Background: an optimization exercise with open tools, aiming at small area, a short achievable clock period and few clock cycles. Do not read the settings as production practice.
Function was checked by simulation only, so behaviour that the tests miss may differ from the original.
Power is estimated from default activity; no workload was simulated.

// fdrd_stream
module fdrd_stream (
    input  wire        clk,
    input  wire        rst,             
    input  wire        start,
    input  wire [11:0] frame_len,
    output wire        start_ready,
    input  wire        in_valid,
    input  wire [7:0]  in_data,
    output wire        in_ready,
    output reg         rec_valid,
    output wire [63:0] rec_ts,
    output wire [7:0]  rec_prio,
    output wire [31:0] rec_lon,
    output wire [31:0] rec_lat,
    output wire [15:0] rec_alt,
    output wire [15:0] rec_angle,
    output wire [7:0]  rec_sats,
    output wire [15:0] rec_speed,
    output wire [15:0] rec_event_io,
    output wire [15:0] rec_total_io,
    output wire [15:0] rec_cnt_1b,
    output wire [15:0] rec_cnt_2b,
    output wire [15:0] rec_cnt_4b,
    output wire [15:0] rec_cnt_8b,
    output wire [15:0] rec_cnt_nx,
    output wire [9:0]  rec_elem_first,
    output wire [10:0] rec_off,
    output wire [10:0] rec_len,
    output reg         elem_valid,
    output wire [15:0] elem_id,
    output wire [2:0]  elem_kind,
    output wire [7:0]  elem_rec,
    output wire [15:0] elem_vlen,
    output wire [10:0] elem_voff,
    output wire [63:0] elem_val,
    output reg         done,
  ...
For scale: ~1,500 cells after synthesis, roughly 550 flip-flops, ~550 I/O pins, ~22,000 um^2 of cells after synthesis.
clock: 11.0 ns
lec_check: 0
cap_margin: 20
core_aspect_ratio: 0.35
core_margin: 2
core_utilization: 55
slew_margin: 20
standard.sh (not shown) runs the stock make flow with config.mk's settings and CLKGATE_MAP_FILE= SYNTH_SCRIPT=/design/flow/synth_recipe.tcl, a recipe that flattens the netlist after the stock synthesis.
==> flow/flow/run.sh <==
#!/bin/bash
# Standard ORFS layout (unchanged synthesis, SDC and clock) with:
#  - timing repair aimed at a larger setup slack margin, so it keeps working
#    below the 11 ns clock;
#  - port buffers of the smallest buffer cell (every port is still buffered);
#  - a clock tree of clkbuf_16 with larger sink clusters and no dummy loads.
set -euo pipefail
CTS="-sink_clustering_enable -repair_clock_nets -sink_clustering_size 26 -sink_clustering_max_diameter 100 -buf_list sky130_fd_sc_hd__clkbuf_16 -dont_use_dummy_load"
bash standard.sh SETUP_SLACK_MARGIN=7.58 \
  "BUFFER_PORTS_ARGS=-buffer_cell sky130_fd_sc_hd__buf_1" \
  "CTS_ARGS=$CTS" finish > make_finish.log 2>&1
Testbench counts at the start, summed over its fixed seeds: cycles 92,202.
Then changed:
--- a/flow/flow/run.sh
+++ b/flow/flow/run.sh
@@ -7,5 +7,5 @@
 set -euo pipefail
 CTS="-sink_clustering_enable -repair_clock_nets -sink_clustering_size 26 -sink_clustering_max_diameter 100 -buf_list sky130_fd_sc_hd__clkbuf_16 -dont_use_dummy_load"
-bash standard.sh SETUP_SLACK_MARGIN=7.58 \
+bash standard.sh SETUP_SLACK_MARGIN=7.62 \
   "BUFFER_PORTS_ARGS=-buffer_cell sky130_fd_sc_hd__buf_1" \
   "CTS_ARGS=$CTS" finish > make_finish.log 2>&1
--- a/flow/config.mk
+++ b/flow/config.mk
@@ -9,4 +9,4 @@
 export CORE_ASPECT_RATIO = 0.35
 export CORE_MARGIN = 2
-export CORE_UTILIZATION = 55
+export CORE_UTILIZATION = 48
 export SLEW_MARGIN = 20
The new run went through all stages and came out clean.
Maximum frequency went up by about 0.7%.
Worst setup slack improves by 0.023 ns.
Die area went up by 14%.
Non-clock buffer count went up by 78.
Register-to-register slack improves by 0.13 ns.
Cell area went up by 4.5%.
Then changed:
--- a/flow/flow/run.sh
+++ b/flow/flow/run.sh
@@ -7,5 +7,5 @@
 set -euo pipefail
 CTS="-sink_clustering_enable -repair_clock_nets -sink_clustering_size 26 -sink_clustering_max_diameter 100 -buf_list sky130_fd_sc_hd__clkbuf_16 -dont_use_dummy_load"
-bash standard.sh SETUP_SLACK_MARGIN=7.62 \
+bash standard.sh SETUP_SLACK_MARGIN=7.6 \
   "BUFFER_PORTS_ARGS=-buffer_cell sky130_fd_sc_hd__buf_1" \
   "CTS_ARGS=$CTS" finish > make_finish.log 2>&1
--- a/flow/config.mk
+++ b/flow/config.mk
@@ -7,6 +7,6 @@
 export LEC_CHECK = 0
 export CAP_MARGIN = 20
-export CORE_ASPECT_RATIO = 0.35
 export CORE_MARGIN = 2
-export CORE_UTILIZATION = 48
+export CORE_UTILIZATION = 55
+export GPL_TIMING_DRIVEN = 1
 export SLEW_MARGIN = 20
After rerunning:
- worst hold slack is worse by 0.057 ns
- die area is lower by 13%
- wire length is higher by 11%
- sequential power is about the same
- first-iteration DRC count is lower by 11%
- setup slack is worse by 0.33 ns
- non-clock buffer count is lower by 18
- power is lower by 0.47%
- cell area is lower by 1.6%
- clock skew stays flat

==> re-timing with driven ports <==
In the flow no input, the clock included, has a driving cell. The finished layouts below were timed again as built, in two steps.
Step 1: set_driving_cell puts a clkbuf_16 on clk and a buf_2 on each other input, an assumption about the parent block.
Step 2 adds t to the input delays and takes it off the output delays; t is the mean of the earliest and latest rising clock arrival at the registers after step 1. Input paths then give back, and output paths get back, about the clock's delay inside the block.
Three values: ideal ports, drivers, drivers and shift; two values: the first two.
| run | shift t [ns] | setup slack, ns | worst setup path after step 2 | worst slew at a driven data input, ns |
|---|---|---|---|---|
| the first run | 0.593 | 7.601 / 7.543 / 7.236 | input to register | 0.06 |
| the second run | 0.605 | 7.624 / 7.567 / 7.222 | input to register | 0.09 |
| the third run | 0.623 | 7.293 / 7.232 / 7.319 | input to register | 0.04 |
After both steps setup and hold are still met in every run listed. For the second run, which loses most, drivers alone change the setup slack by -0.057 ns; drivers and shift together by -0.402 ns.
